What follows belongs to an exercise in optimizing a design on an open flow for small area, a short achievable clock period and few clock cycles per item; a production flow would make more cautious choices.
The RTL was checked by simulation tests, not by an equivalence proof against the original design.

## flow/flow/margin.txt

```
7.0
```

## flow/flow/run.sh

```bash
#!/bin/bash
set -euo pipefail
MARGIN=$(cat flow/margin.txt)
bash standard.sh SETUP_SLACK_MARGIN=$MARGIN \
  "CTS_ARGS=-sink_clustering_enable -repair_clock_nets -sink_clustering_size 24 -sink_clustering_max_diameter 70 -dont_use_dummy_load" \
  finish > flow_make.log 2>&1
```

## flow/design.v

```verilog
module echo_engine (
    input  wire        clk,
    input  wire        rst,         
    input  wire        cfg_we,
    input  wire [4:0]  cfg_addr,
    input  wire [31:0] cfg_wdata,
    output reg         cfg_err,     
    input  wire        in_valid,
    output wire        in_ready,
    input  wire [1:0]  in_op,       
    input  wire [15:0] in_data,
    output wire        out_valid,
    input  wire        out_ready,
    output wire [15:0] out_data
);
    localparam RING_DEPTH  = 64;
    localparam TABLE_DEPTH = 16;
    localparam OP_DELAY = 2'd0;
    localparam OP_TABLE = 2'd1;
    localparam OP_PRBS  = 2'd2;
    localparam OP_NOISE = 2'd3;
    localparam A_CAPACITY    = 5'd0;
    localparam A_NOISE_LEVEL = 5'd1;
    localparam A_LFSR        = 5'd2;
    localparam A_LCG_SEED    = 5'd3;
    localparam A_TABLE_LEN   = 5'd4;
    localparam A_RESTART     = 5'd5;
    localparam A_LCGSTEP     = 5'd6;
    function [30:0] rotl;
        input [30:0] v;
        input integer n;
        begin
            rotl = (v << n) | (v >> (31 - n));
        end
    endfunction
    function [61:0] csa;     
        input [30:0] x, y, z;
        reg [30:0] c;
        begin
            c   = (x & y) | (x & z) | (y & z);
            csa = {x ^ y ^ z, c[29:0], c[30]};
        end
    endfunction
    function [38:0] lcg_next;    
        input [30:0] t;
        input [7:0]  k;
        reg [30:0] sp0, sp1, sp2, s, c, tn;
        reg [61:0] l1a, l1b, l1c, l2a, l2b, l3;
        reg [7:0]  kn;
        reg [30:0] bg, bp, bc;
        integer j;
        begin
            sp0 = {k[4], k[6], k[5], k[5], k[3], k[5], k[4], k[4], k[2], k[4], k[3], k[3], k[1], k[3], k[2], k[2], k[0], k[2], k[1], k[7], k[2], k[1], k[0], k[6], k[1], k[7], k[7], k[5], k[7], k[6], k[6]};
            sp1 = {k[7], k[7], k[7], 1'b0, k[6], k[6], k[6], 1'b0, k[5], k[5], k[5], 1'b0, k[4], k[4], k[4], 1'b0, k[3], k[3], k[3], k[1], 1'b0, k[2], k[2], k[0], 1'b0, k[0], k[1], 1'b0, k[0], k[0], k[0]};
            sp2 = {1'b0, 1'b0, 1'b0, 1'b0, 1'b0, 1'b0, 1'b0, 1'b0, 1'b0, 1'b0, 1'b0, 1'b0, 1'b0, 1'b0, 1'b0, 1'b0, 1'b0, 1'b0, 1'b0, 1'b0, 1'b0, 1'b0, 1'b0, 1'b0, 1'b0, k[1], 1'b0, 1'b0, 1'b0, 1'b0, 1'b0};
            l1a = csa(rotl(t, 14), rotl(t, 9), ~rotl(t, 7));
            l1b = csa(rotl(t, 5),  rotl(t, 3), ~t);
            l1c = csa(sp0, sp1, sp2);
            l2a = csa(l1a[61:31], l1a[30:0], l1b[61:31]);
            l2b = csa(l1b[30:0],  l1c[61:31], l1c[30:0]);
            l3  = csa(l2a[61:31], l2a[30:0], l2b[61:31]);
            {s, c} = csa(l3[61:31], l3[30:0], l2b[30:0]);
            bg = s & c;
            bp = s ^ c;
            for (j = 0; j < 8; j = j + 1) begin
                bc[4*j] = 1'b0;
                if (4*j + 1 < 31)
                    bc[4*j+1] = bg[4*j];
                if (4*j + 2 < 31)
                    bc[4*j+2] = bg[4*j+1] | (bp[4*j+1] & bg[4*j]);
                if (4*j + 3 < 31)
                    bc[4*j+3] = bg[4*j+2] | (bp[4*j+2] & bg[4*j+1]) |
                                (bp[4*j+2] & bp[4*j+1] & bg[4*j]);
            end
            for (j = 0; j < 7; j = j + 1)
                kn[j + 1] = bg[4*j+3] | (bp[4*j+3] & bg[4*j+2]) |
                            (bp[4*j+3] & bp[4*j+2] & bg[4*j+1]) |
                            (bp[4*j+3] & bp[4*j+2] & bp[4*j+1] & bg[4*j]);
            kn[0] = bg[30] | (bp[30] & bg[29]) | (bp[30] & bp[29] & bg[28]);
            tn = bp ^ bc;
            lcg_next = {tn, kn};
        end
    endfunction
    function [30:0] add_eac;
        input [30:0] x, y;
        reg [30:0] p, g, gp, pp, gn, pn, c;
        integer n, d;
        begin
            p  = x ^ y;
            g  = x & y;
            gp = g;
            pp = p;
            for (d = 1; d < 31; d = d * 2) begin
                gn = gp;
                pn = pp;
                for (n = d; n < 31; n = n + 1) begin
                    gn[n] = gp[n] | (pp[n] & gp[n-d]);
                    pn[n] = pp[n] & pp[n-d];
                end
                gp = gn;
                pp = pn;
            end
            c[0] = gp[30];
            for (n = 1; n < 31; n = n + 1)
                c[n] = gp[n-1] | (pp[n-1] & gp[30]);
            add_eac = p ^ c;
        end
    endfunction
    function [30:0] kvec;    
        input [7:0] k;
        integer j;
        begin
            kvec = 31'd0;
            for (j = 0; j < 8; j = j + 1)
                kvec[4*j] = k[j];
        end
    endfunction
    reg cfg_ok;
    always @(*) begin
        cfg_ok = 1'b0;
        if (cfg_addr[4])
            cfg_ok = 1'b1;                                     
        else case (cfg_addr)
            A_CAPACITY:    cfg_ok = cfg_wdata >= 32'd1 && cfg_wdata <= RING_DEPTH;
            A_NOISE_LEVEL: cfg_ok = cfg_wdata >= 32'd1 && cfg_wdata <= 32'd32767;
            A_LFSR:        cfg_ok = cfg_wdata[15:0] != 16'd0;
            A_LCG_SEED:    cfg_ok = cfg_wdata >= 32'd1 && cfg_wdata <= 32'd2147483646;
            A_TABLE_LEN:   cfg_ok = cfg_wdata >= 32'd1 && cfg_wdata <= TABLE_DEPTH;
            A_RESTART:     cfg_ok = 1'b1;
            A_LCGSTEP:     cfg_ok = 1'b1;
            default:       cfg_ok = 1'b0;
        endcase
    end
    wire seed_ok    = !cfg_wdata[31] && cfg_wdata[30:0] != 31'd0 &&
                      cfg_wdata[30:0] != 31'h7FFF_FFFF;                  
    wire wr_seed_addr = cfg_we && cfg_addr == A_LCG_SEED;
    wire wr_lcgstep = cfg_we && cfg_addr == A_LCGSTEP;
    reg        d_we;
    reg [4:0]  d_addr;
    reg [15:0] d_wdata;
    reg        d_z31_16;       
    reg        d_z15_7;        
    wire d_nz6_0  = d_wdata[6:0] != 7'd0;
    wire d_ok_cap = d_z31_16 && d_z15_7 && d_nz6_0 &&
                    !(d_wdata[6] && d_wdata[5:0] != 6'd0);             
    wire d_ok_nl  = d_z31_16 && !d_wdata[15] && d_wdata[14:0] != 15'd0;  
    wire d_ok_lfsr = d_wdata != 16'd0;
    wire d_ok_tlen = d_z31_16 && d_z15_7 && d_wdata[6:5] == 2'd0 &&
                     d_wdata[4:0] != 5'd0 && !(d_wdata[4] && d_wdata[3:0] != 4'd0);  
    wire d_cfg   = d_we && !d_addr[4];
    wire d_wr_cap     = d_cfg && d_addr[3:0] == 4'd0 && d_ok_cap;
    wire d_wr_nl      = d_cfg && d_addr[3:0] == 4'd1 && d_ok_nl;
    wire d_wr_lfsr    = d_cfg && d_addr[3:0] == 4'd2 && d_ok_lfsr;
    wire d_wr_tlen    = d_cfg && d_addr[3:0] == 4'd4 && d_ok_tlen;
    wire d_ring_clear = d_wr_cap || (d_cfg && d_addr[3:0] == 4'd5 && d_wdata[0]);
    wire d_tidx_clear = d_wr_tlen || (d_cfg && d_addr[3:0] == 4'd5 && d_wdata[2]);
    wire d_wr_table   = d_we && d_addr[4];
    reg        rdy;
    reg        a_valid;
    reg        a_delay;        
    reg        a_table;        
    reg        a_prbs;         
    reg        a_noise;        
    reg [15:0] a_x;
    reg        v0, v1, v2;
    reg [15:0] q0, q1, q2;
    assign in_ready  = rdy;
    assign out_valid = v0;
    assign out_data  = q0;
    wire fire = in_valid && rdy;
    wire take = v0 && out_ready;
    wire push = a_valid;
    wire v0_n = take ? (v1 | push)        : (v0 | push);
    wire v1_n = take ? (v2 | (v1 & push)) : (v1 | (v0 & push));
    wire v2_n = take ? (v2 & push)        : (v2 | (v1 & push));
    reg [5:0]  last;           
    reg [5:0]  cnt;            
    reg        full;           
    reg [15:0] s32 [0:31];
    reg [15:0] s16 [0:15];
    reg [15:0] s8  [0:7];
    reg [15:0] s4  [0:3];
    reg [15:0] s2  [0:1];
    reg [15:0] s1;
    reg [15:0] dl;
    reg [3:0]  tlast;          
    reg [3:0]  tidx;
    reg [15:0] tab [0:TABLE_DEPTH-1];
    reg [TABLE_DEPTH-1:0] tvalid;    
    reg [14:0] noise_level;
    reg [15:0] lfsr;
    reg [30:0] lcg_t;          
    reg [7:0]  lcg_k;          
    reg        lcg_owed;       
    wire [15:0] rd = dl;
    wire [16:0] delay_sum = {a_x[15], a_x} + {rd[15], rd};
    reg  [15:0] delay_out;
    always @(*) begin
        if (delay_sum[16] == delay_sum[15])
            delay_out = delay_sum[15:0];
        else if (delay_sum[16])
            delay_out = 16'h8000;
        else
            delay_out = 16'h7FFF;
    end
    wire [15:0] c5 = last[5] ? s32[31] : a_x;
    wire [15:0] c4 = last[4] ? s16[15] : c5;
    wire [15:0] c3 = last[3] ? s8[7]   : c4;
    wire [15:0] c2 = last[2] ? s4[3]   : c3;
    wire [15:0] c1 = last[1] ? s2[1]   : c2;
    wire [15:0] c0 = last[0] ? s1      : c1;
    wire        full_next = full || cnt == last;
    wire [15:0] table_out = tvalid[tidx] ? tab[tidx] : 16'd0;
    wire [3:0]  tidx_next = (tidx == tlast) ? 4'd0 : tidx + 4'd1;
    wire        prbs_fb   = lfsr[15] ^ lfsr[14] ^ lfsr[3] ^ lfsr[1];
    wire [15:0] lfsr_next = {lfsr[14:0], prbs_fb};
    wire [15:0] prbs_out  = prbs_fb ? {1'b0, noise_level} : -{1'b0, noise_level};
    wire [38:0] lcg_step  = lcg_next(lcg_t, lcg_k);
    wire [30:0] lcg_val   = add_eac(lcg_t, kvec(lcg_k));
    wire [15:0] noise_out = {{4{~lcg_val[30]}}, lcg_val[29:18]};
    reg [15:0] result;
    always @(*) begin
        if (a_table)
            result = table_out;
        else if (a_prbs)
            result = prbs_out;
        else if (a_noise)
            result = noise_out;
        else
            result = delay_out;
    end
    integer i;
    always @(posedge clk) begin
        if (rst || wr_seed_addr) begin
            if (rst || seed_ok) begin
                lcg_t    <= rst ? 31'd1 : cfg_wdata[30:0];
                lcg_k    <= 8'd0;
                lcg_owed <= 1'b1;
            end else
                lcg_owed <= lcg_owed || a_noise;
        end else begin
            if (a_noise || lcg_owed || wr_lcgstep)
                {lcg_t, lcg_k} <= lcg_step;
            lcg_owed <= wr_lcgstep && (a_noise || lcg_owed);
        end
    end
    always @(posedge clk) begin
        a_x  <= in_data;
        q0 <= take ? (v1 ? q1 : result) : (v0 ? q0 : result);
        q1 <= take ? (v2 ? q2 : result) : (v1 ? q1 : result);
        q2 <= (v2 && !take) ? q2 : result;
        if (a_delay) begin
            s32[0] <= a_x;
            for (i = 1; i < 32; i = i + 1) s32[i] <= s32[i-1];
            s16[0] <= c5;
            for (i = 1; i < 16; i = i + 1) s16[i] <= s16[i-1];
            s8[0] <= c4;
            for (i = 1; i < 8; i = i + 1) s8[i] <= s8[i-1];
            s4[0] <= c3;
            for (i = 1; i < 4; i = i + 1) s4[i] <= s4[i-1];
            s2[0] <= c2;
            s2[1] <= s2[0];
            s1 <= c1;
        end
        d_addr   <= cfg_addr;
        d_wdata  <= cfg_wdata[15:0];
        d_z31_16 <= cfg_wdata[31:16] == 16'd0;
        d_z15_7  <= cfg_wdata[15:7] == 9'd0;
        for (i = 0; i < TABLE_DEPTH; i = i + 1)
            if (d_wr_table && d_addr[3:0] == i)
                tab[i] <= d_wdata;
    end
    always @(posedge clk) begin
        if (rst) begin
            rdy         <= 1'b1;
            a_valid     <= 1'b0;
            a_delay     <= 1'b0;
            a_table     <= 1'b0;
            a_prbs      <= 1'b0;
            a_noise     <= 1'b0;
            v0          <= 1'b0;
            v1          <= 1'b0;
            v2          <= 1'b0;
            cfg_err     <= 1'b0;
            d_we        <= 1'b0;
            last        <= 6'd0;
            cnt         <= 6'd0;
            full        <= 1'b0;
            dl          <= 16'd0;
            tlast       <= 4'd0;
            tidx        <= 4'd0;
            tvalid      <= {TABLE_DEPTH{1'b0}};
            noise_level <= 15'd1;
            lfsr        <= 16'h0001;
        end else begin
            cfg_err <= cfg_we && !cfg_ok;
            d_we    <= cfg_we;
            a_valid <= fire;
            a_delay <= fire && in_op == OP_DELAY;
            a_table <= fire && in_op == OP_TABLE;
            a_prbs  <= fire && in_op == OP_PRBS;
            a_noise <= fire && in_op == OP_NOISE;
            v0 <= v0_n;
            v1 <= v1_n;
            v2 <= v2_n;
            rdy <= fire ? !v1_n : !v2_n;
            if (a_delay) begin
                full <= full_next;
                dl   <= full_next ? c0 : 16'd0;
                if (!full)
                    cnt <= cnt + 6'd1;
            end
            if (a_table)
                tidx <= tidx_next;
            if (a_prbs)
                lfsr <= lfsr_next;
            if (d_wr_cap)
                last <= d_wdata[5:0] - 6'd1;
            if (d_wr_nl)
                noise_level <= d_wdata[14:0];
            if (d_wr_lfsr)
                lfsr <= d_wdata;
            if (d_wr_tlen)
                tlast <= d_wdata[3:0] - 4'd1;
            if (d_ring_clear) begin
                cnt  <= 6'd0;
                full <= 1'b0;
                dl   <= 16'd0;
            end
            if (d_tidx_clear)
                tidx <= 4'd0;
            for (i = 0; i < TABLE_DEPTH; i = i + 1)
                if (d_wr_table && d_addr[3:0] == i)
                    tvalid[i] <= 1'b1;
        end
    end
endmodule
```

## flow/standard.sh

```bash
#!/bin/bash
# synth_recipe.tcl (not shown) runs the flow's synth.tcl, then flattens the netlist and writes it again
# the make line also repeats each setting of config.mk as NAME=value (left out here)
make -C /OpenROAD-flow-scripts/flow DESIGN_CONFIG=/design/flow/config.mk WORK_HOME=/design/flow/orfs CLKGATE_MAP_FILE= SYNTH_SCRIPT=/design/flow/synth_recipe.tcl "${@:-finish}"
```

## flow/constraint.sdc

```tcl
create_clock -name core_clock -period 10.5 [get_ports {clk}]
set_input_delay 2.1000 -clock core_clock [delete_from_list [all_inputs] [get_ports {clk}]]
set_output_delay 2.1000 -clock core_clock [all_outputs]
set_load 0.01 [all_outputs]
```

## flow/config.mk

```make
export PLATFORM = sky130hd
export DESIGN_NAME = echo_engine
export DESIGN_NICKNAME = echo_engine
export VERILOG_FILES = /design/flow/design.v
export SDC_FILE = /design/flow/constraint.sdc
export NUM_CORES = 4
export LEC_CHECK = 0
export CAP_MARGIN = 20
export CORE_MARGIN = 2
export CORE_UTILIZATION = 40
export CTS_CLUSTER_DIAMETER = 70
export CTS_CLUSTER_SIZE = 24
export PLACE_DENSITY = 0.6
export SLEW_MARGIN = 20
```

==> results of run 1 <==
==> layer usage <==
layer | vias up | GRT usage
met3 | 196 | 0.0335
li1 | 12700 | -
met4 | 4 | 0.0461
met2 | 719 | 0.240
met1 | 14500 | 0.235
met5 | - | 0
==> repair_timing <==
action                                  in CTS  in global routing
setup buffers                              117                 24
gates resized for setup                    306                134
cloned                                       8                  0
pin swaps                                  140                104
endpoints found under the setup margin     230                143
hold buffers                                 0                  0
==> worst paths after layout <==
check / start / to / cells after the start
worst max register to register: lcg_t[21] / lcg_t[23] / 13
worst min register to register: s32[23][12] / s32[24][12] / 0
worst min-delay path: s32[23][12] / s32[24][12] / 0
worst max-delay path: lcg_t[21] / lcg_t[23] / 13
==> placed cells by master (no fill, tap or decap), drive strengths merged, types with 90 or more instances in the layout <==
cell / netlist / routed
nor2: 200 / 200
ha: 90 / 90
buf: 23 / 229
dfxtp: 151 / 151
mux2: 91 / 91
fa: 188 / 188
a21oi: 120 / 120
edfxtp: 1335 / 1335
inv: 310 / 305
clkbuf: 67 / 91
==> critical path: cells and delay by family (launching register included) <==
family / cells / cell delay, ps
DFF: 1 / 470
xor gates and xnor gates: 1 / 120
buffers and inverters: 4 / 420
adders and majority gates: 5 / 2310
AOI/OAI and AO/OA: 3 / 510
==> cell type report <==
| type | instances | area share |
|---|---|---|
| diodes | 1 | 0.0000381 |
| repair buffers | 284 | 0.0415 |
| well taps | 1903 | 0.0362 |
| inverters | 312 | 0.0183 |
| multi-input cells | 1393 | 0.213 |
| flip-flops and latches | 1486 | 0.656 |
| clock buffers | 91 | 0.0347 |
==> kinds of logic after synthesis <==
group | after synthesis | share of synthesized area
compound gates | 461 | 0.0604
xor+xnor | 73 | 0.0111
fa+ha+maj | 280 | 0.0854
buf+inv | 402 | 0.0271
flops | 1486 | 0.750
mux | 151 | 0.0316
simple gates | 428 | 0.0348
==> flip-flops by register name, summed over array words and instances, names as in the netlist, 31 cells and up <==
register  flops
lcg_t        31
s16         256
s2           32
s32         512
s4           64
s8          128
tab         256
==> through the flow <==
| step | util | instance area (um^2) | cells |
|---|---|---|---|
| after global routing | 0.459 | 65700 | 5469 |
| final | 0.459 | 65700 | 5470 |
| after detailed placement | 0.425 | 60900 | 5229 |
| after CTS | 0.454 | 64900 | 5445 |
| after global placement | 0.425 | 60900 | 5229 |
| after floorplan | - | 57600 | 3281 |
==> impl_results.md, run 1 <==
- Port Buf Inserts: 78
- Post-layout nets: 3,906
- Wirelength, routed: 118 mm
- Sequential area share after synthesis: 0.750
- Cell count after synthesis: 3,281
- DR top layer: met5
- Final Hold Viols: 0
- Final setup TNS: 0 ps
- Crit path kind: register to register
- Most frequent cell after synthesis: edfxtp_1
- Post-DP HPWL: 71.3 mm
- Seq. cell area: 43,100 um^2
- TritonCTS clock tree: done
- Run status: no timing/DRC/antenna violations
- IO Pins: 79
- Post-synth top cells: edfxtp_1 (1,335), inv_1 (310), nor2_1 (199)
- Max-slew violation count: 0
- Drt pass-1 iters: 5
- Inserted Clock Buffers: 91
- Syn Std Cell Area: 57,500 um^2
- Clock H-tree levels: 3
- Worst Setup Start Kind: register
- CP max stage cell: fa_1
- CP Capture Type: register
- Yosys warns: 7
- Crit path DAT: 4490 ps
- FF-to-FF setup slack: 6420 ps
- Top cells by area, synth: edfxtp_1 (70%), fa_1 (6.5%), dfxtp_1 (5.3%)
- Share of the synthesized area in the top cell type: 0.697
- All-Layer GR Usage: 0.160
- Grt ovf: 0
- Initial antenna violation count: 2
- WP data required: 10,910 ps
- Fill count: 12,200
- Final setup viols: 0
- Synth cell types: 98
- RSZ-0062 raised after global routing: yes
- Ys async rst share: 0
- Die area: 147,000 um^2
- Final ANT Viol Nets: 0
- Setup WS post-layout: 6420 ps
- Clk sinks: 1,486
- Die Width: 383 um
- Worst path max stage delay: 570 ps
- Met1 Wirelength: 54.8 mm
- WHS: 371 ps
- Syn nets: 3,619
- WL met3: 6.72 mm
- Cell taking the most area after synthesis: edfxtp_1
- Syn Area/Cell: 17.5 um^2
- DR DRC count: 0
- Pin count of the biggest net entering global routing: 204
- Routed vias/inst: 5.14
- DRT iter0 DRCs: 2,792
- Site Rows: 139
- Worst-margin pin slew: 1140 ps
- Worst-path clk slew: 90 ps
- Slew headroom: 0.238
- Wire length per cell: 21.5 um
- Via count: 28,100
- Max Freq: 245 MHz
- Most used cell, CP: fa_1
- Share of layout cells above drive strength 1: 0.191
- Max FO, Critical Path: 3
- Minimum clock period: 4080 ps
- Min-delay worst type: register to register
- Synthesis-to-finish area growth: 14.3%
- Primary FF master, synth: edfxtp_1
- Number of synthesized register bits: 1,486
- Core area: 143,000 um^2
- Tcrit/Tclk final: 0.389
- First-pass GRT wire length: 177 mm
- Worst-skew pair later-pin latency: 720 ps
- Final GP Congestion: 0.852
- Place WS: 5540 ps
- CTS max path bufs: 3
- Routed wl met2: 52.9 mm
- Skew final: 78.9 ps
- Multi-input gate area: 14,000 um^2
- Max_cap viols: 0
- Die Span Y: 383 um
- Root buf cell: clkbuf_16
- Number of synthesized flops with an enable pin: 1,335
- Vias in the first global route: 28,000
- Initial core utilization: 0.402
- Critical-path cell list: clkinvlp_4 > buf_6 > fa_1 > fa_1 > inv_2 > fa_1 > inv_1 > fa_1 > ha_1 > a21o_1 > a21oi_2 > xnor2_1 > a22o_1
Testbench counts, summed over its fixed seeds: cycles 32,976, items 32,000.
==> run 2, diff against run 1 <==
==> flow/flow/margin.txt (replaced) <==
6.6
==> impl_results.md, run 2 <==
- Run status: no timing/DRC/antenna violations
- Min-delay worst type: register to register
- Crit path DAT: 4460 ps
- Via count: 28,100
- Area of placed instances: 60,800 um^2
- Primary FF master, synth: edfxtp_1
- Number of synthesized register bits: 1,486
- Inserted Clock Buffers: 90
- Routed vias/inst: 5.15
- Post-layout nets: 3,884
- Clock H-tree levels: 3
- GRT busiest layer: met1
- RSZ-0062 raised after global routing: yes
- Most frequent cells in the layout: edfxtp_1 (1,335), inv_1 (264), nor2_1 (195)
- Site Rows: 139
- Number of synthesized flops with an enable pin: 1,335
- First-pass GRT wire length: 173 mm
- Vias in the first global route: 27,300
- Initial antenna violation count: 1
- Die Width: 383 um
- Root buf cell: clkbuf_16
- DR DRC count: 0
- DRT iter0 DRCs: 2,843
- WP data required: 10,890 ps
- Die Span Y: 383 um
- Worst-margin pin slew: 1140 ps
- Final GP Congestion: 0.852
- Skew final: 80.4 ps
- Sequential area share after synthesis: 0.750
- Grt ovf: 0
- Port Buf Inserts: 78
- Synthesis-to-finish area growth: 13.0%
- Final ANT Viol Nets: 0
- Biggest register: s32
- Post-synth top cells: edfxtp_1 (1,335), inv_1 (310), nor2_1 (199)
- WHS: 365 ps
- Critical-path cell list: buf_6 > fa_1 > inv_1 > fa_1 > inv_1 > fa_2 > inv_1 > fa_1 > ha_4 > a21oi_4 > xnor2_2 > a22o_1
- TritonCTS clock tree: done
- Die area: 147,000 um^2
- Core area: 143,000 um^2
- Post-DP HPWL: 71.0 mm
- Worst-path clk slew: 90 ps
- CP Capture Type: register
- Drt pass-1 iters: 5
- Worst path max stage delay: 600 ps
- Cell taking the most area after synthesis: edfxtp_1
- Yosys warns: 7
- Final setup TNS: 0 ps
- IO Pins: 79
- GR Util met3: 0.0375
- Crit path kind: register to register
- Most common cell after layout, fill and taps aside: edfxtp_1
- Syn nets: 3,619
- Clk sinks: 1,486
- Syn Area/Cell: 17.5 um^2
- Top cells by area, synth: edfxtp_1 (70%), fa_1 (6.5%), dfxtp_1 (5.3%)
- Fin area: 65,000 um^2
- Top flop regs: s32: 512 flops, s16: 256 flops, tab: 256 flops
- Max FO, Critical Path: 3
- Cts hold-fix bufs: 0
- Slew headroom: 0.243
- Initial core utilization: 0.402
- Final setup viols: 0
- Wire length per cell: 21.5 um
- Met1 Use GR: 0.232
- Max-slew violation count: 0
- Ys async rst share: 0
- Pin count of the biggest net entering global routing: 224
- CP max stage cell: fa_1
- Share of the synthesized area in the top cell type: 0.697
- Max_cap viols: 0
- Wirelength, routed: 117 mm
- Worst Setup Start Kind: register
- Synth cell types: 98
- Number of flip-flops in the largest register: 512
- All-Layer GR Usage: 0.157
- CTS max path bufs: 3
- Final Hold Viols: 0
- Worst-skew pair later-pin latency: 710 ps
- Utilization after layout: 0.454
- Share of layout cells above drive strength 1: 0.157
- Max Freq: 246 MHz
- Tcrit/Tclk final: 0.387
- Cell count after synthesis: 3,281
- Most frequent cell after synthesis: edfxtp_1
- Met2 Track Usage GR: 0.230
- Syn Std Cell Area: 57,500 um^2
- Number of diodes: 0
- Minimum clock period: 4070 ps
-- run 2: what timing repair did --
action	in CTS	in global routing
gates cloned	3	4
setup endpoints to repair	98	95
pin swaps	92	89
gates resized for setup	109	100
setup buffers	95	33
-- run 2: metal layers --
| layer | up-vias | wire (um) |
|---|---|---|
| li1 | 12700 | - |
| met3 | 177 | 8220 |
| met1 | 14400 | 54100 |
| met5 | - | 9 |
| met2 | 809 | 51400 |
| met4 | 2 | 3340 |
-- run 2: cell type report --
cell class / instances / area, um^2
Multi-Input combinational cell: 1393 / 13500
Sequential cell: 1486 / 43100
Clock buffer: 90 / 2250
Fill cell: 12200 / 78100
Timing Repair Buffer: 263 / 2580
Inverter: 312 / 1210
Tap cell: 1903 / 2380
-- run 2: stage by stage --
stage,std cells,setup slack (ps)
after global routing,5447,6290
after CTS,5408,6410
after floorplan,3281,332
after detailed placement,5220,5520
after global placement,5220,5510
final,5447,6430
-- run 2: logic make-up (layout without fill, tap and decap cells) --
| family | Yosys count | in the layout | share of synthesized area |
|---|---|---|---|
| buf+inv | 402 | 665 | 0.0271 |
| flops | 1486 | 1486 | 0.750 |
| compound gates | 461 | 461 | 0.0604 |
| simple gates | 428 | 428 | 0.0348 |
| fa+ha+maj | 280 | 280 | 0.0854 |
| mux | 151 | 151 | 0.0316 |
| xor+xnor | 73 | 73 | 0.0111 |
-- run 2: critical path: cells and delay by family, from the launching register on --
family,cells,cell delay (ps)
compound gates,2,350
xor+xnor,1,90
fa+ha+maj,5,2440
buf+inv,4,380
flops,1,540
-- run 2: worst paths after layout --
path / to / slack (ps) / start / depth (start not counted)
setup / recovery: lcg_t[19] / 6430 / lcg_t[11] / 12
hold / removal: s32[12][8] / 370 / s32[11][8] / 0
setup reg to reg: lcg_t[19] / 6430 / lcg_t[11] / 12
hold reg to reg: s32[12][8] / 370 / s32[11][8] / 0
==> run 3, diff against run 2 <==
==> flow/flow/run.sh (replaced) <==
#!/bin/bash
set -euo pipefail
MARGIN=$(cat flow/margin.txt)
bash standard.sh SETUP_SLACK_MARGIN=$MARGIN \
  "CTS_ARGS=-sink_clustering_enable -repair_clock_nets -sink_clustering_size 24 -sink_clustering_max_diameter 70 -dont_use_dummy_load" \
  "BUFFER_PORTS_ARGS=-buffer_cell sky130_fd_sc_hd__buf_2" \
  finish > flow_make.log 2>&1
==> impl_results.md, run 3 <==
- Worst Setup Start Kind: register
- WHS: 371 ps
- Worst-skew pair later-pin latency: 720 ps
- Biggest register: s32
- Post-synth top cells: edfxtp_1 (1,335), inv_1 (310), nor2_1 (199)
- Grt ovf: 0
- Site Rows: 139
- Cell taking the most area after synthesis: edfxtp_1
- Slew headroom: 0.325
- Die Span Y: 383 um
- Max_cap viols: 0
- Run status: no timing/DRC/antenna violations
- Root buf cell: clkbuf_16
- Fill count: 12,300
- Max-slew violation count: 0
- Routed vias/inst: 5.14
- Syn Std Cell Area: 57,500 um^2
- Vias in the first global route: 27,000
- Top flop regs: s32: 512 flops, s16: 256 flops, tab: 256 flops
- Ys async rst share: 0
- Most common cell after layout, fill and taps aside: edfxtp_1
- Clock H-tree levels: 3
- Final setup viols: 0
- Most frequent cell after synthesis: edfxtp_1
- Area of placed instances: 60,400 um^2
- Die Width: 383 um
- Crit path DAT: 4520 ps
- Tcrit/Tclk final: 0.390
- Worst path max stage delay: 540 ps
- Pin count of the biggest net entering global routing: 212
- Syn Area/Cell: 17.5 um^2
- Clk sinks: 1,486
- Final setup TNS: 0 ps
- Max FO, Critical Path: 3
- First-pass GRT wire length: 172 mm
- Via count: 27,800
- Critical-path cell list: buf_6 > clkinvlp_4 > buf_4 > buf_6 > fa_1 > inv_1 > fa_1 > inv_1 > fa_1 > inv_1 > fa_2 > ha_4 > fa_2 > a22o_1
- RSZ-0062 raised after global routing: yes
- Initial core utilization: 0.402
- Syn nets: 3,619
- Worst-path clk slew: 80 ps
- Die area: 147,000 um^2
- Initial antenna violation count: 6
- Most frequent cells in the layout: edfxtp_1 (1,335), inv_1 (255), nor2_1 (199)
- Cell count after synthesis: 3,281
- IO Pins: 79
- Minimum clock period: 4090 ps
- Share of the synthesized area in the top cell type: 0.697
- Wire length per cell: 21.3 um
- TritonCTS clock tree: done
- Inserted Clock Buffers: 91
- Post-layout nets: 3,855
- Wirelength, routed: 115 mm
- Yosys warns: 7
- Setup WS post-layout: 6410 ps
- Final Hold Viols: 0
- Number of flip-flops in the largest register: 512
- Synth cell types: 98
- Crit path kind: register to register
- Final GP Congestion: 0.861
- Worst-margin pin slew: 1010 ps
- Place WS: 5910 ps
- Share of layout cells above drive strength 1: 0.168
- CP Capture Type: register
- Post-DP HPWL: 71.3 mm
- Synthesis-to-finish area growth: 11.4%
- Sequential area share after synthesis: 0.750
- CP max stage cell: fa_2
- CTS max path bufs: 3
- WP data required: 10,930 ps
- All-Layer GR Usage: 0.155
- Number of synthesized register bits: 1,486
- Final ANT Viol Nets: 0
- Fin area: 64,100 um^2
- Min-delay worst type: register to register
- Number of synthesized flops with an enable pin: 1,335
- Number of diodes: 0
- DR DRC count: 0
- Skew final: 71.6 ps
- Primary FF master, synth: edfxtp_1
- Port Buf Inserts: 78
- Top cells by area, synth: edfxtp_1 (70%), fa_1 (6.5%), dfxtp_1 (5.3%)
- Drt pass-1 iters: 5
- Max Freq: 244 MHz
- DRT iter0 DRCs: 2,720
- Core area: 143,000 um^2
==> run 3: path summary, 6_finish.rpt <==
path                            cells after the start    endpoint  startpoint  slack [ps]
worst max-delay path                               14    lcg_t[9]   lcg_t[25]        6410
worst min-delay path                                0  s32[1][15]  s32[0][15]         370
worst max register to register                     14    lcg_t[9]   lcg_t[25]        6410
worst min register to register                      0  s32[1][15]  s32[0][15]         370
==> run 3: cell families after synthesis <==
kind of cell,count (synthesis),synth area share
and+or+nand+nor,428,0.0348
buffers and inverters,402,0.0271
adders and majority gates,280,0.0854
xor gates and xnor gates,73,0.0111
AOI/OAI and AO/OA,461,0.0604
DFF,1486,0.750
muxes,151,0.0316
==> run 3: layout make-up <==
cell class                 count  area [um^2]  area share
clock buffer                  91         2280      0.0355
inverter                     312         1200      0.0187
multi-input combinational   1393        13300       0.208
sequential                  1486        43100       0.673
tap                         1903         2380      0.0372
timing repair buffer         233         1760      0.0275
==> run 3: per-layer routing <==
layer	track usage	up-vias	share of wire	wire [um]
li1	-	12600	-	-
met1	0.234	14300	0.47	54400
met2	0.232	742	0.44	51300
met3	0.0262	152	0.059	6850
met4	0.0432	4	0.024	2800
met5	0	-	0.00023	26
==> run 3: critical path: cells and delay by family (launching register included) <==
family	cells	cell delay, ps
AOI/OAI and AO/OA	1	210
buffers and inverters	7	650
adders and majority gates	6	2610
DFF	1	390
==> run 3: through the flow <==
stage,utilization,cells
CTS,0.445,5390
floorplan,-,3281
detailed placement,0.422,5219
global placement,0.422,5219
finish,0.448,5418
global route,0.448,5418
==> run 3: repair_timing <==
action	CTS	global route
pin swaps	89	65
setup buffers	80	26
hold buffers	0	0
resized for setup	104	55
endpoints found under the setup margin	125	107
==> run 4, diff against run 3 <==
==> flow/flow/run.sh (replaced) <==
#!/bin/bash
set -euo pipefail
MARGIN=$(cat flow/margin.txt)
bash standard.sh SETUP_SLACK_MARGIN=$MARGIN \
  "CTS_ARGS=-sink_clustering_enable -repair_clock_nets -sink_clustering_size 24 -sink_clustering_max_diameter 70 -dont_use_dummy_load" \
  "BUFFER_PORTS_ARGS=-buffer_cell sky130_fd_sc_hd__buf_4" \
  finish > flow_make.log 2>&1
==> flow/flow/margin.txt (replaced) <==
7.0
==> impl_results.md, run 4 <==
- Run status: no timing/DRC/antenna violations
- Max FO, Critical Path: 2
- Post-Synth Simple-Gate Area: 0.0348
- IO Pins: 79
- Number of synthesized flops with an enable pin: 1,335
- First-pass GRT wire length: 176 mm
- Grt ovf: 0
- Port Buf Inserts: 78
- Utilization after layout: 0.458
- Worst path max stage delay: 560 ps
- Max_cap viols: 0
- Ys async rst share: 0
- Worst-path clk slew: 90 ps
- Share of the synthesized area in the top cell type: 0.697
- Slew headroom: 0.243
- Cell count after synthesis: 3,281
- Compound-Gate Fraction of Synth Area: 0.0604
- Critical-path cell list: clkinvlp_4 > buf_6 > fa_1 > inv_2 > fa_1 > inv_2 > fa_2 > inv_2 > fa_2 > ha_4 > fa_2 > a22o_1
- DRT iter0 DRCs: 2,642
- Number of diodes: 0
- Post-layout nets: 3,929
- Most frequent cell after synthesis: edfxtp_1
- Clock H-tree levels: 3
- Sequential area share after synthesis: 0.750
- Final GP Congestion: 0.861
- Most common cell after layout, fill and taps aside: edfxtp_1
- Crit path DAT: 4520 ps
- Synth cell types: 98
- Final setup TNS: 0 ps
- Final ANT Viol Nets: 0
- Worst-margin pin slew: 1130 ps
- Syn Area/Cell: 17.5 um^2
- Biggest register: s32
- Post-synthesis mux area share: 0.0316
- CP Capture Type: register
- Worst Setup Start Kind: register
- Main combinational cell family by area after synthesis: adder cells
- Syn nets: 3,619
- Post-DP HPWL: 71.9 mm
- Post-Synth Adder-Cell Area: 0.0854
- Via count: 28,300
- Worst-skew pair later-pin latency: 710 ps
- CP max stage cell: fa_1
- Yosys warns: 7
- Crit path kind: register to register
- Min-delay worst type: register to register
- Final setup viols: 0
- Initial antenna violation count: 2
- Minimum clock period: 4140 ps
- Max Freq: 242 MHz
- Inserted Clock Buffers: 91
- Top cells by area, synth: edfxtp_1 (70%), fa_1 (6.5%), dfxtp_1 (5.3%)
- Final Hold Viols: 0
- Number of flip-flops in the largest register: 512
- Number of synthesized register bits: 1,486
- Clk sinks: 1,486
- All-Layer GR Usage: 0.158
- Share of layout cells above drive strength 1: 0.206
- Max-slew violation count: 0
- Die Span Y: 383 um
- WP data required: 10,880 ps
- Cell taking the most area after synthesis: edfxtp_1
- RSZ-0062 raised after global routing: yes
- Primary FF master, synth: edfxtp_1
- Routed vias/inst: 5.16
- Tcrit/Tclk final: 0.394
- Die area: 147,000 um^2
- Wire length per cell: 21.4 um
- Top flop regs: s32: 512 flops, s16: 256 flops, tab: 256 flops
- Most frequent cells in the layout: edfxtp_1 (1,335), inv_1 (250), buf_4 (224)
- CTS max path bufs: 3
- Area share of xor/xnor cells in the synthesized design: 0.0111
- Synthesis-to-finish area growth: 14.1%
- Core area: 143,000 um^2
- Pin count of the biggest net entering global routing: 90
- TritonCTS clock tree: done
- Initial core utilization: 0.402
- Drt pass-1 iters: 6
- Syn Std Cell Area: 57,500 um^2
- Root buf cell: clkbuf_16
- Wirelength, routed: 117 mm
- Die Width: 383 um
- Post-synth top cells: edfxtp_1 (1,335), inv_1 (310), nor2_1 (199)
- Vias in the first global route: 27,600
- Skew final: 64.8 ps
- DR DRC count: 0
- Site Rows: 139
- Fill count: 12,100
[run 4: cells by family (layout without fill, tap and decap cells)]
| group | Yosys count | count (layout) |
|---|---|---|
| flops | 1486 | 1486 |
| compound gates | 461 | 462 |
| simple gates | 428 | 428 |
| buf+inv | 402 | 709 |
| fa+ha+maj | 280 | 280 |
| mux | 151 | 151 |
| xor+xnor | 73 | 73 |
[run 4: metrics by stage]
stage          std cells  setup WS [ps]  area [um^2]  hold slack (ps)
6_report            5492           6360        65600              362
5_1_grt             5492           6300        65600              364
4_1_cts             5458           6410        64900              365
3_5_place_dp        5229           5940        60600              405
3_3_place_gp        5229           5940        60600              400
2_1_floorplan       3281            332        57600              400
[run 4: layout make-up]
type	count	area (um^2)	area share
Multi-Input combinational cell	1394	13800	0.211
Sequential cell	1486	43100	0.657
Clock buffer	91	2280	0.0347
Tap cell	1903	2380	0.0363
Inverter	312	1190	0.0182
Timing Repair Buffer	306	2810	0.0428
[run 4: layer usage]
layer / GRT usage / part of all wire
met2: 0.235 / 0.44
met1: 0.242 / 0.48
met5: 0 / 0
met4: 0.0423 / 0.028
met3: 0.0246 / 0.053
[run 4: what timing repair did]
| action | 4_1_cts | 5_1_grt |
|---|---|---|
| hold buffers | 0 | 0 |
| gates cloned | 8 | 0 |
| setup buffers | 130 | 33 |
| endpoints found under the setup margin | 483 | 417 |
| pin swaps | 124 | 90 |
| resized for setup | 202 | 102 |
[run 4: worst paths after layout]
| path | start | end | slack, ps | depth (start not counted) |
|---|---|---|---|---|
| worst max register to register | lcg_t[29] | lcg_t[13] | 6360 | 12 |
| worst min-delay path | s16[3][10] | s16[4][10] | 360 | 0 |
| worst max-delay path | lcg_t[29] | lcg_t[13] | 6360 | 12 |
| worst min register to register | s16[3][10] | s16[4][10] | 360 | 0 |
[run 4: critical path: cells and delay by family (launching register included)]
kind                       cells  cell delay [ps]
AOI/OAI and AO/OA              1              210
adders and majority gates      6             2720
buffers and inverters          5              440
DFF                            1              510
==> run 5, diff against run 4 <==
==> flow/flow/run.sh (replaced) <==
#!/bin/bash
set -euo pipefail
MARGIN=$(cat flow/margin.txt)
bash standard.sh SETUP_SLACK_MARGIN=$MARGIN \
  "CTS_ARGS=-sink_clustering_enable -repair_clock_nets -sink_clustering_size 24 -sink_clustering_max_diameter 70 -dont_use_dummy_load" \
  "BUFFER_PORTS_ARGS=-buffer_cell sky130_fd_sc_hd__buf_4" \
  ADDER_MAP_FILE= \
  finish > flow_make.log 2>&1
==> flow/flow/margin.txt (replaced) <==
6.6
==> impl_results.md, run 5 <==
- Max-slew violation count: 0
- Wire length per cell: 22.2 um
- Post-synth top cells: edfxtp_1 (1,335), nor2_1 (297), xnor2_1 (270)
- Number of flip-flops in the largest register: 512
- Place WS: 5820 ps
- Crit path DAT: 4170 ps
- Final setup TNS: 0 ps
- Critical-path cell list: xnor2_1 > nor4_2 > nor4b_1 > nor3_2 > o21ai_4 > a21oi_4 > a211oi_2 > a221oi_1 > a221o_1 > mux2_2
- Post-Place Cells: 5,644
- Min-delay worst type: register to register
- Most frequent cell after synthesis: edfxtp_1
- Final setup viols: 0
- Worst path max stage delay: 610 ps
- Slew headroom: 0.254
- Final ANT Viol Nets: 0
- Worst-path clk slew: 90 ps
- Site Rows: 140
- Top flop regs: s32: 512 flops, s16: 256 flops, tab: 256 flops
- Core area: 146,000 um^2
- CTS max path bufs: 3
- Number of synthesized flops with an enable pin: 1,335
- Cell count after synthesis: 3,725
- Initial core utilization: 0.403
- Synth cell types: 99
- Max FO, Critical Path: 16
- Vias in the first global route: 29,800
- Initial antenna violation count: 12
- Final GP Congestion: 0.852
- CP bufs+invs: 0
- RSZ-0062 raised after global routing: yes
- Skew final: 111 ps
- Syn Std Cell Area: 58,900 um^2
- Crit-path leading delay family: compound AO/OA/AOI/OAI gates
- Die Span Y: 388 um
- DRT iter0 DRCs: 3,273
- Max_cap viols: 0
- Cell taking the most area after synthesis: edfxtp_1
- Die area: 150,000 um^2
- Minimum clock period: 3780 ps
- WHS: 360 ps
- Crit path kind: register to register
- Share of the synthesized area in the top cell type: 0.681
- Syn nets: 3,785
- DR DRC count: 0
- IO Pins: 79
- First-pass GRT wire length: 190 mm
- TritonCTS clock tree: done
- Final Hold Viols: 0
- Drt pass-1 iters: 5
- Setup WS post-layout: 6720 ps
- Synthesis-to-finish area growth: 10.8%
- Max Freq: 264 MHz
- Run status: no timing/DRC/antenna violations
- Tcrit/Tclk final: 0.360
- Layout Cells excl Fill: 5,828
- Fill count: 12,700
- Via count: 31,200
- Primary FF master, synth: edfxtp_1
- Wirelength, routed: 129 mm
- Port Buf Inserts: 78
- Share of layout cells above drive strength 1: 0.148
- Most common cell after layout, fill and taps aside: edfxtp_1
- All-Layer GR Usage: 0.167
- Post-layout nets: 3,970
- Ys async rst share: 0
- Die Width: 388 um
- Post-DP HPWL: 79.5 mm
- Sequential area share after synthesis: 0.732
- Root buf cell: clkbuf_16
- Clk sinks: 1,486
- Worst Setup Start Kind: register
- Pin count of the biggest net entering global routing: 218
- CP max stage cell: dfxtp_1
- CP Capture Type: register
- Yosys warns: 7
- Routed vias/inst: 5.36
- Syn Area/Cell: 15.8 um^2
- Clock H-tree levels: 3
- Number of synthesized register bits: 1,486
- Inserted Clock Buffers: 91
- Most frequent cells in the layout: edfxtp_1 (1,335), nor2_1 (286), xnor2_1 (263)
- Worst-skew pair later-pin latency: 730 ps
- Grt ovf: 0
- Worst-margin pin slew: 1120 ps
- WP data required: 10,890 ps
- Biggest register: s32
- Top cells by area, synth: edfxtp_1 (68%), dfxtp_1 (5.1%), xnor2_1 (4.0%)
==> run 5: per-stage QoR <==
stage          utilization  cell area, um^2
2_1_floorplan            -            58900
3_3_place_gp         0.424            61900
3_5_place_dp         0.424            61900
4_1_cts              0.443            64600
5_1_grt              0.447            65200
6_report             0.447            65200
==> run 5: kinds of logic after synthesis <==
family,count (synthesis),synth area share
buffers and inverters,215,0.0164
XOR/XNOR,432,0.0775
AO/OA/AOI/OAI,589,0.0691
AND/OR/NAND/NOR,748,0.0580
adder cells (fa/ha/maj),108,0.0188
flip-flops,1486,0.732
multiplexers,147,0.0279
==> run 5: final timing paths <==
check	start	slack, ps	to	cells past startpoint
setup / recovery	a_x[12]	6720	q0[5]	10
hold / removal	s32[27][0]	360	s32[28][0]	0
setup reg to reg	a_x[12]	6720	q0[5]	10
hold reg to reg	s32[27][0]	360	s32[28][0]	0
==> run 5: final cells by class <==
class / instances / area [um^2] / share of cell area
flip-flops and latches: 1486 / 43100 / 0.661
repair buffers: 245 / 2060 / 0.0315
clock buffers: 91 / 2280 / 0.0349
inverters: 62 / 236 / 0.00363
multi-input cells: 2024 / 15100 / 0.232
diodes: 3 / 7.51 / 0.000115
well taps: 1917 / 2400 / 0.0368
==> run 5: routing by layer <==
| metal | routed length (um) | vias to the layer above | track usage | part of all wire |
|---|---|---|---|---|
| li1 | - | 14300 | - | - |
| met1 | 60700 | 15800 | 0.246 | 0.47 |
| met2 | 57900 | 898 | 0.257 | 0.45 |
| met3 | 7860 | 172 | 0.0289 | 0.061 |
| met4 | 2830 | 12 | 0.0435 | 0.022 |
| met5 | 75 | - | 0 | 0.00058 |
==> run 5: timing repair <==
item | CTS | global route
pin swaps | 0 | 3
setup buffers | 45 | 44
setup endpoints to repair | 272 | 263
hold buffers | 0 | 0
gates cloned | 0 | 0
gates resized for setup | 12 | 32
==> run 6, diff against run 5 <==
==> flow/flow/margin.txt (replaced) <==
7.2
==> impl_results.md, run 6 <==
- Run status: no timing/DRC/antenna violations
- Yosys warns: 7
- Crit path DAT: 1440 ps
- Number of flip-flops in the largest register: 512
- Clk sinks: 1,486
- First-pass GRT wire length: 194 mm
- DRT iter0 DRCs: 3,044
- Initial core utilization: 0.403
- Grt ovf: 0
- Min-delay worst type: register to register
- Ys async rst share: 0
- Critical-path cell list: buf_6
- CP max stage cell: edfxtp_1
- Slew headroom: 0.277
- Syn Std Cell Area: 58,900 um^2
- Syn Area/Cell: 15.8 um^2
- Post-DP HPWL: 77.0 mm
- Pin count of the biggest net entering global routing: 197
- Utilization after layout: 0.476
- Sequential area share after synthesis: 0.732
- Max-slew violation count: 0
- Worst Setup Start Kind: register
- Most frequent cells in the layout: edfxtp_1 (1,335), buf_4 (329), nor2_1 (270)
- RSZ-0062 raised after global routing: yes
- Fill count: 12,300
- Die Width: 388 um
- Worst-path clk slew: 80 ps
- Most frequent cell after synthesis: edfxtp_1
- Die area: 150,000 um^2
- Final ANT Viol Nets: 0
- Cell taking the most area after synthesis: edfxtp_1
- Number of synthesized register bits: 1,486
- Number of diodes: 0
- Initial antenna violation count: 5
- Worst-skew pair later-pin latency: 750 ps
- Routed vias/inst: 5.35
- Inserted Clock Buffers: 93
- Drt pass-1 iters: 5
- Biggest register: s32
- Top flop regs: s32: 512 flops, s16: 256 flops, tab: 256 flops
- Tcrit/Tclk final: 0.337
- CP bufs+invs: 1
- Final GP Congestion: 0.842
- Number of synthesized flops with an enable pin: 1,335
- Most common cell after layout, fill and taps aside: edfxtp_1
- Top cells by area, synth: edfxtp_1 (68%), dfxtp_1 (5.1%), xnor2_1 (4.0%)
- Post-layout nets: 4,165
- DR DRC count: 0
- Primary FF master, synth: edfxtp_1
- Worst path max stage delay: 530 ps
- Max Freq: 282 MHz
- Vias in the first global route: 31,000
- Max_cap viols: 0
- CP Capture Type: primary output
- Max FO, Critical Path: 1
- Port Buf Inserts: 78
- Wire length per cell: 22.0 um
- FF-to-FF setup slack: 6980 ps
- TritonCTS clock tree: done
- Synth cell types: 99
- CTS max path bufs: 3
- Crit-path leading delay family: flip-flops
- All-Layer GR Usage: 0.170
- Synthesis-to-finish area growth: 18.0%
- Share of the synthesized area in the top cell type: 0.681
- Cell count after synthesis: 3,725
- Clock H-tree levels: 3
- Root buf cell: clkbuf_16
- IO Pins: 79
- Via count: 32,200
- Worst-margin pin slew: 1080 ps
- Final setup viols: 0
- Site Rows: 140
- Core area: 146,000 um^2
- Crit path kind: register to primary output
- Skew final: 142 ps
- Syn nets: 3,785
- Share of layout cells above drive strength 1: 0.270
- Minimum clock period: 3540 ps
- Wirelength, routed: 132 mm
- Final setup TNS: 0 ps
- Post-synth top cells: edfxtp_1 (1,335), nor2_1 (297), xnor2_1 (270)
- WP data required: 8400 ps
- Die Span Y: 388 um
- Final Hold Viols: 0
==> run 6: cell count changes in the layout (fill, tap and decap cells not counted), moves of 22 or more <==
cell and change:
dfxtp_1 -23, xor2_1 -22, buf_4 +105, xnor2_1 -82, o21ai_0 -26, xnor2_2 +68, maj3_1 -40, maj3_2 +39
a21oi_1 -27, buf_6 +65
==> run 6: layout make-up <==
class	instances	area [um^2]	share of cell area
sequential	1486	43200	0.622
tap	1917	2400	0.0345
multi-input combinational	2024	17200	0.248
clock buffer	93	2330	0.0335
inverter	62	240	0.00346
timing repair buffer	438	4060	0.0585
==> run 6: routing by layer <==
metal / vias to the layer above / track usage / routed length (um)
met5: - / 0 / 12
met4: 2 / 0.0547 / 4050
met3: 238 / 0.0275 / 7220
met2: 837 / 0.258 / 59300
met1: 16400 / 0.248 / 61600
li1: 14700 / - / -
==> run 6: cells by family (layout without fill, tap and decap cells) <==
| logic type | Yosys count | count (layout) | share of synthesized area |
|---|---|---|---|
| fa+ha+maj | 108 | 108 | 0.0188 |
| xor+xnor | 432 | 432 | 0.0775 |
| buf+inv | 215 | 593 | 0.0164 |
| flops | 1486 | 1486 | 0.732 |
| simple gates | 748 | 748 | 0.0580 |
| compound gates | 589 | 589 | 0.0691 |
| mux | 147 | 147 | 0.0279 |
==> run 6: worst paths after layout <==
check	from	endpoint	cells past startpoint
min	s32[1][1]	s32[2][1]	0
max reg2reg	lcg_t[23]	lcg_t[27]	13
min reg2reg	s32[1][1]	s32[2][1]	0
max	q0[1]	out_data[1]	1
==> run 6: repair_timing <==
item,in CTS,in global routing
hold endpoints to repair,0,0
hold buffers,0,0
pin swaps,134,174
endpoints found under the setup margin,380,132
gates resized for setup,315,285
buffers inserted,208,68
gates cloned,5,3
==> run 6: worst register-to-register path: stages (launching register included) <==
cell	delay (ps)
edfxtp_1	420
buf_12	160
xnor3_2	420
xor2_2	210
xnor2_2	140
buf_6	150
xnor2_4	130
xnor2_2	150
maj3_2	320
and2_4	170
maj3_2	330
maj3_2	340
xnor2_2	160
a22o_1	190
==> run 6: metrics by stage <==
stage	setup slack, ps	cell area, um^2	instances	hold slack, ps
after floorplan	364	58900	3725	400
after global placement	6010	61900	5643	400
after detailed placement	6020	61900	5643	405
after CTS	6870	67500	5949	299
after global routing	6870	69500	6020	317
final	6960	69500	6020	314
==> run 7, diff against run 6 <==
==> flow/flow/margin.txt (replaced) <==
6.9
==> impl_results.md, run 7 <==
- Run status: no timing/DRC/antenna violations
- Site Rows: 140
- Cell taking the most area after synthesis: edfxtp_1
- Worst-margin pin slew: 1270 ps
- Final Hold Viols: 0
- All-Layer GR Usage: 0.164
- Initial antenna violation count: 6
- Crit path kind: register to register
- Final setup viols: 0
- Cell count after synthesis: 3,725
- Root buf cell: clkbuf_16
- Max FO, Critical Path: 6
- Number of flip-flops in the largest register: 512
- First-pass GRT wire length: 187 mm
- CP Capture Type: register
- Tcrit/Tclk final: 0.340
- Synth cell types: 99
- Pin count of the biggest net entering global routing: 197
- Final setup TNS: 0 ps
- Synthesis-to-finish area growth: 12.9%
- Port Buf Inserts: 78
- Initial core utilization: 0.403
- Max-slew violation count: 0
- Ys async rst share: 0
- WP data required: 11,070 ps
- Place WS: 6020 ps
- Inserted Clock Buffers: 93
- Slew headroom: 0.150
- Max_cap viols: 0
- Die Width: 388 um
- Core area: 146,000 um^2
- Syn Area/Cell: 15.8 um^2
- RSZ-0062 raised after global routing: yes
- Share of layout cells above drive strength 1: 0.186
- Via count: 31,500
- Fill count: 12,600
- Max Freq: 280 MHz
- Most frequent cell after synthesis: edfxtp_1
- Syn Std Cell Area: 58,900 um^2
- Worst Setup Start Kind: register
- Vias in the first global route: 29,800
- Cts hold-fix bufs: 0
- Worst-skew pair later-pin latency: 750 ps
- Post-synth top cells: edfxtp_1 (1,335), nor2_1 (297), xnor2_1 (270)
- Final GP Congestion: 0.842
- Grt ovf: 0
- Most frequent cells in the layout: edfxtp_1 (1,335), nor2_1 (275), buf_4 (260)
- Die area: 150,000 um^2
- Wirelength, routed: 127 mm
- IO Pins: 79
- Clk sinks: 1,486
- Most common cell after layout, fill and taps aside: edfxtp_1
- Clock H-tree levels: 3
- Die Span Y: 388 um
- Number of synthesized flops with an enable pin: 1,335
- Wire length per cell: 21.6 um
- Skew final: 141 ps
- Setup WS post-layout: 6930 ps
- DRT iter0 DRCs: 2,890
- CTS max path bufs: 3
- Primary FF master, synth: edfxtp_1
- Min-delay worst type: register to register
- DR DRC count: 0
- Yosys warns: 7
- Share of the synthesized area in the top cell type: 0.681
- Number of synthesized register bits: 1,486
- Post-layout nets: 4,029
- Worst-path clk slew: 90 ps
- Routed vias/inst: 5.35
- Multi-input gate area: 15,700 um^2
- Syn nets: 3,785
- Seq. cell area: 43,100 um^2
- Minimum clock period: 3570 ps
- Top cells by area, synth: edfxtp_1 (68%), dfxtp_1 (5.1%), xnor2_1 (4.0%)
- TritonCTS clock tree: done
- Top flop regs: s32: 512 flops, s16: 256 flops, tab: 256 flops
- Crit path DAT: 4140 ps
- Final ANT Viol Nets: 0
- Drt pass-1 iters: 5
- Reg2Reg Depth: 10
- Biggest register: s32
- Hold path cells: 0
- Sequential area share after synthesis: 0.732
- Post-DP HPWL: 77.0 mm
run 7: metal layers:
layer	vias to the layer above	global-route usage	share of wire
li1	14400	-	-
met1	16000	0.242	0.47
met2	784	0.249	0.45
met3	205	0.0275	0.053
met4	2	0.0464	0.026
met5	-	0	0.000094
run 7: repair_timing:
action,in CTS,in global routing
setup endpoints to repair,347,237
hold endpoints to repair,0,0
gates resized for setup,41,148
pin swaps,6,67
cloned,0,1
setup buffers,85,62
run 7: worst paths after layout:
| check | start | endpoint | slack, ps |
|---|---|---|---|
| setup / recovery | noise_level[0] | q1[15] | 6930 |
| setup reg to reg | noise_level[0] | q1[15] | 6930 |
| hold reg to reg | s32[1][1] | s32[2][1] | 310 |
| hold / removal | s32[1][1] | s32[2][1] | 310 |
run 7: worst max-delay path, stage by stage, from the launching register on:
cell and delay [ps]:
dfxtp_1 360, or4_1 590, or3_1 390, or4_1 490, nor4_1 360, nand2b_1 150, o31ai_1 250, a21oi_1 130
a21oi_2 370, o21ai_0 130, a31o_1 220
run 7: kinds of logic after synthesis:
group | count (synthesis) | share of synthesized area
flops | 1486 | 0.732
fa+ha+maj | 108 | 0.0188
xor+xnor | 432 | 0.0775
buf+inv | 215 | 0.0164
compound gates | 589 | 0.0691
mux | 147 | 0.0279
simple gates | 748 | 0.0580
run 7: stage by stage:
step,utilization,instances,hold slack [ps],instance area [um^2]
detailed placement,0.424,5643,405,61900
floorplan,-,3725,400,58900
global route,0.456,5884,317,66500
CTS,0.447,5821,299,65200
finish,0.456,5886,310,66500
global placement,0.424,5643,400,61900
run 7: area by class of cell:
class / count / share of cell area
Tap cell: 1917 / 0.0361
Sequential cell: 1486 / 0.649
Clock buffer: 93 / 0.0350
Timing Repair Buffer: 302 / 0.0395
Antenna cell: 2 / 0.0000753
Inverter: 62 / 0.00358
Multi-Input combinational cell: 2024 / 0.237
==> run 8, diff against run 7 <==
==> flow/flow/run.sh (replaced) <==
#!/bin/bash
set -euo pipefail
MARGIN=$(cat flow/margin.txt)
bash standard.sh SETUP_SLACK_MARGIN=$MARGIN \
  "CTS_ARGS=-sink_clustering_enable -repair_clock_nets -sink_clustering_size 24 -sink_clustering_max_diameter 70 -dont_use_dummy_load" \
  "BUFFER_PORTS_ARGS=-buffer_cell sky130_fd_sc_hd__buf_4" \
  finish > flow_make.log 2>&1
==> flow/flow/margin.txt (replaced) <==
6.6
==> impl_results.md, run 8 <==
- Initial core utilization: 0.402
- Slew headroom: 0.295
- Initial antenna violation count: 2
- Routed vias/inst: 5.13
- Area of placed instances: 60,600 um^2
- Synth cell types: 98
- Post-synthesis mux area share: 0.0316
- Max Freq: 248 MHz
- Main combinational cell family by area after synthesis: adder cells
- Grt ovf: 0
- Most frequent cell after synthesis: edfxtp_1
- CP Capture Type: register
- Crit path DAT: 4420 ps
- Compound-Gate Fraction of Synth Area: 0.0604
- Syn Std Cell Area: 57,500 um^2
- Fill count: 12,400
- Sequential area share after synthesis: 0.750
- Top cells by area, synth: edfxtp_1 (70%), fa_1 (6.5%), dfxtp_1 (5.3%)
- All-Layer GR Usage: 0.156
- Run status: no timing/DRC/antenna violations
- Post-layout nets: 3,851
- Worst Setup Start Kind: register
- Crit path to: lcg_t[7]
- Crit path kind: register to register
- Utilization after layout: 0.450
- Port Buf Inserts: 78
- DRT iter0 DRCs: 2,769
- Setup WS post-layout: 6470 ps
- GR Util met3: 0.0303
- IO Pins: 79
- Die Width: 383 um
- Seq. cell area: 43,100 um^2
- Final setup TNS: 0 ps
- FF-to-FF setup slack: 6470 ps
- WP data required: 10,880 ps
- Critical path origin: lcg_t[28]
- RSZ-0062 raised after global routing: yes
- Die area: 147,000 um^2
- Top flop regs: s32: 512 flops, s16: 256 flops, tab: 256 flops
- Met1 Use GR: 0.234
- FF-to-FF Start: lcg_t[28]
- Post-Place Cells: 5,215
- Capture point of the worst reg-to-reg path: lcg_t[7]
- Core area: 143,000 um^2
- Max-slew violation count: 0
- WHS: 354 ps
- Final GP Congestion: 0.852
- Minimum clock period: 4030 ps
- Die Span Y: 383 um
- Multi-input gate area: 13,300 um^2
- CTS max path bufs: 3
- Synthesis-to-finish area growth: 11.9%
- Share of the synthesized area in the top cell type: 0.697
- Wirelength, routed: 115 mm
- Fin area: 64,400 um^2
- Most common cell after layout, fill and taps aside: edfxtp_1
- Site Rows: 139
- Final setup viols: 0
- Vias in the first global route: 27,500
- Post-Synth Adder-Cell Area: 0.0854
- Min-delay worst type: register to register
- Max FO, Critical Path: 4
- Layout Cells excl Fill: 5,414
- Worst-margin pin slew: 1060 ps
- Syn Area/Cell: 17.5 um^2
- Primary FF master, synth: edfxtp_1
- Final Hold Viols: 0
- Pin count of the biggest net entering global routing: 220
- Number of synthesized register bits: 1,486
- Number of diodes: 0
- TritonCTS clock tree: done
- Number of flip-flops in the largest register: 512
- Root buf cell: clkbuf_16
- Worst-path clk slew: 80 ps
- Area share of xor/xnor cells in the synthesized design: 0.0111
- Met2 Track Usage GR: 0.232
- Drt pass-1 iters: 6
- First-pass GRT wire length: 173 mm
- Biggest register: s32
- Tcrit/Tclk final: 0.384
- Inserted Clock Buffers: 93
- Yosys warns: 7
- Via count: 27,800
- Share of layout cells above drive strength 1: 0.171
- Clock H-tree levels: 3
- Post-synth top cells: edfxtp_1 (1,335), inv_1 (310), nor2_1 (199)
- Reg2Reg Depth: 13
- Clk sinks: 1,486
- Max_cap viols: 0
- Cell taking the most area after synthesis: edfxtp_1
- GRT busiest layer: met1
- Place WS: 5960 ps
- DR DRC count: 0
- Post-DP HPWL: 71.0 mm
- Skew final: 113 ps
- Ys async rst share: 0
- Wire length per cell: 21.3 um
- Post-Synth Simple-Gate Area: 0.0348
- Worst-skew pair later-pin latency: 750 ps
- Final ANT Viol Nets: 0
- Most frequent cells in the layout: edfxtp_1 (1,335), inv_1 (250), nor2_1 (198)
- Number of synthesized flops with an enable pin: 1,335
- Cell count after synthesis: 3,281
- Syn nets: 3,619
[run 8: cell types whose count changed after synthesis, sizes merged, moves of 29 or more]
cell,change
maj3,-106
buf,-55
xnor2,-242
fa,+188
a22oi,-38
xor2,-74
nand2,-121
a22o,+33
nor2,-97
nand3,-29
o21ai,-70
xnor3,-35
inv,+250
ha,+90
[run 8: logic make-up after synthesis]
| logic type | count (synthesis) |
|---|---|
| compound gates | 461 |
| xor+xnor | 73 |
| fa+ha+maj | 280 |
| buf+inv | 402 |
| flops | 1486 |
| mux | 151 |
| simple gates | 428 |
[run 8: timing repair]
| item | in CTS | in global routing |
|---|---|---|
| hold buffers | 0 | 0 |
| setup buffers | 78 | 26 |
| hold endpoints to repair | 0 | 0 |
| gates resized for setup | 87 | 92 |
| pin swaps | 86 | 92 |
| endpoints found under the setup margin | 66 | 103 |
[run 8: critical path, stage by stage, from the launching register on]
cell        delay, ps
edfxtp_1          500
clkinvlp_4        180
buf_6             160
fa_1              520
inv_2              50
fa_2              520
inv_2              40
fa_2              550
inv_1              50
fa_1              550
ha_4              240
a21oi_4           170
xnor2_1            80
a22o_1            170
[run 8: worst min-delay path by stage]
stage	from	endpoint	slack, ps	depth (start not counted)
2_1_floorplan	s16[9][0]	s16[10][0]	400	0
3_3_place_gp	s32[5][0]	s32[6][0]	400	0
3_5_place_dp	s16[9][2]	s16[10][2]	400	0
4_1_cts	s32[0][4]	s32[1][4]	350	0
5_1_grt	s16[2][1]	s16[3][1]	360	0
6_report	s16[11][15]	s16[12][15]	350	0
[run 8: area by class of cell]
type / count / area share
well taps: 1903 / 0.0370
flip-flops and latches: 1486 / 0.670
repair buffers: 227 / 0.0306
clock buffers: 93 / 0.0362
multi-input cells: 1393 / 0.207
inverters: 312 / 0.0187
[run 8: layer usage]
layer / wire length, um / vias to the layer above / share of wire
li1: - / 12600 / -
met1: 54500 / 14300 / 0.47
met2: 51400 / 719 / 0.45
met3: 6770 / 145 / 0.059
met4: 2570 / 0 / 0.022
met5: 0 / - / 0

## re-timing with driven ports
How much do the figures lean on ideal ports? The routed layouts below were timed once more, with nothing changed but the port constraints.
Step 1 (the two cells are an assumption about what drives the block):
set clk [get_ports {clk}]
set_driving_cell -lib_cell sky130_fd_sc_hd__clkbuf_16 $clk
set_driving_cell -lib_cell sky130_fd_sc_hd__buf_2 [delete_from_list [all_inputs] $clk]
Step 2 also shifts input and output timing later by t, the mid clock arrival at the registers, as if the neighbouring blocks saw the same clock.
Slacks: ideal / step 1 / step 2; pairs: ideal / step 1.
| run | shift t [ns] | slack for setup (ns) | cell pins on the clock port's net |
|---|---|---|---|
| run 1 | 0.752 | 6.420 / 6.420 / 5.947 | 1 |
| run 2 | 0.738 | 6.431 / 6.431 / 5.830 | 1 |
| run 3 | 0.756 | 6.408 / 6.408 / 6.029 | 1 |
| run 4 | 0.741 | 6.360 / 6.360 / 5.787 | 1 |
| run 5 | 0.758 | 6.715 / 6.715 / 5.985 | 1 |
| run 6 | 0.764 | 6.959 / 6.876 / 6.264 | 1 |
| run 7 | 0.756 | 6.929 / 6.885 / 6.249 | 1 |
| run 8 | 0.755 | 6.466 / 6.466 / 5.985 | 1 |
After both steps setup and hold are still met in every run listed. For run 5, which loses most, drivers alone change the setup slack by 0.000 ns; drivers and shift together by -0.730 ns.
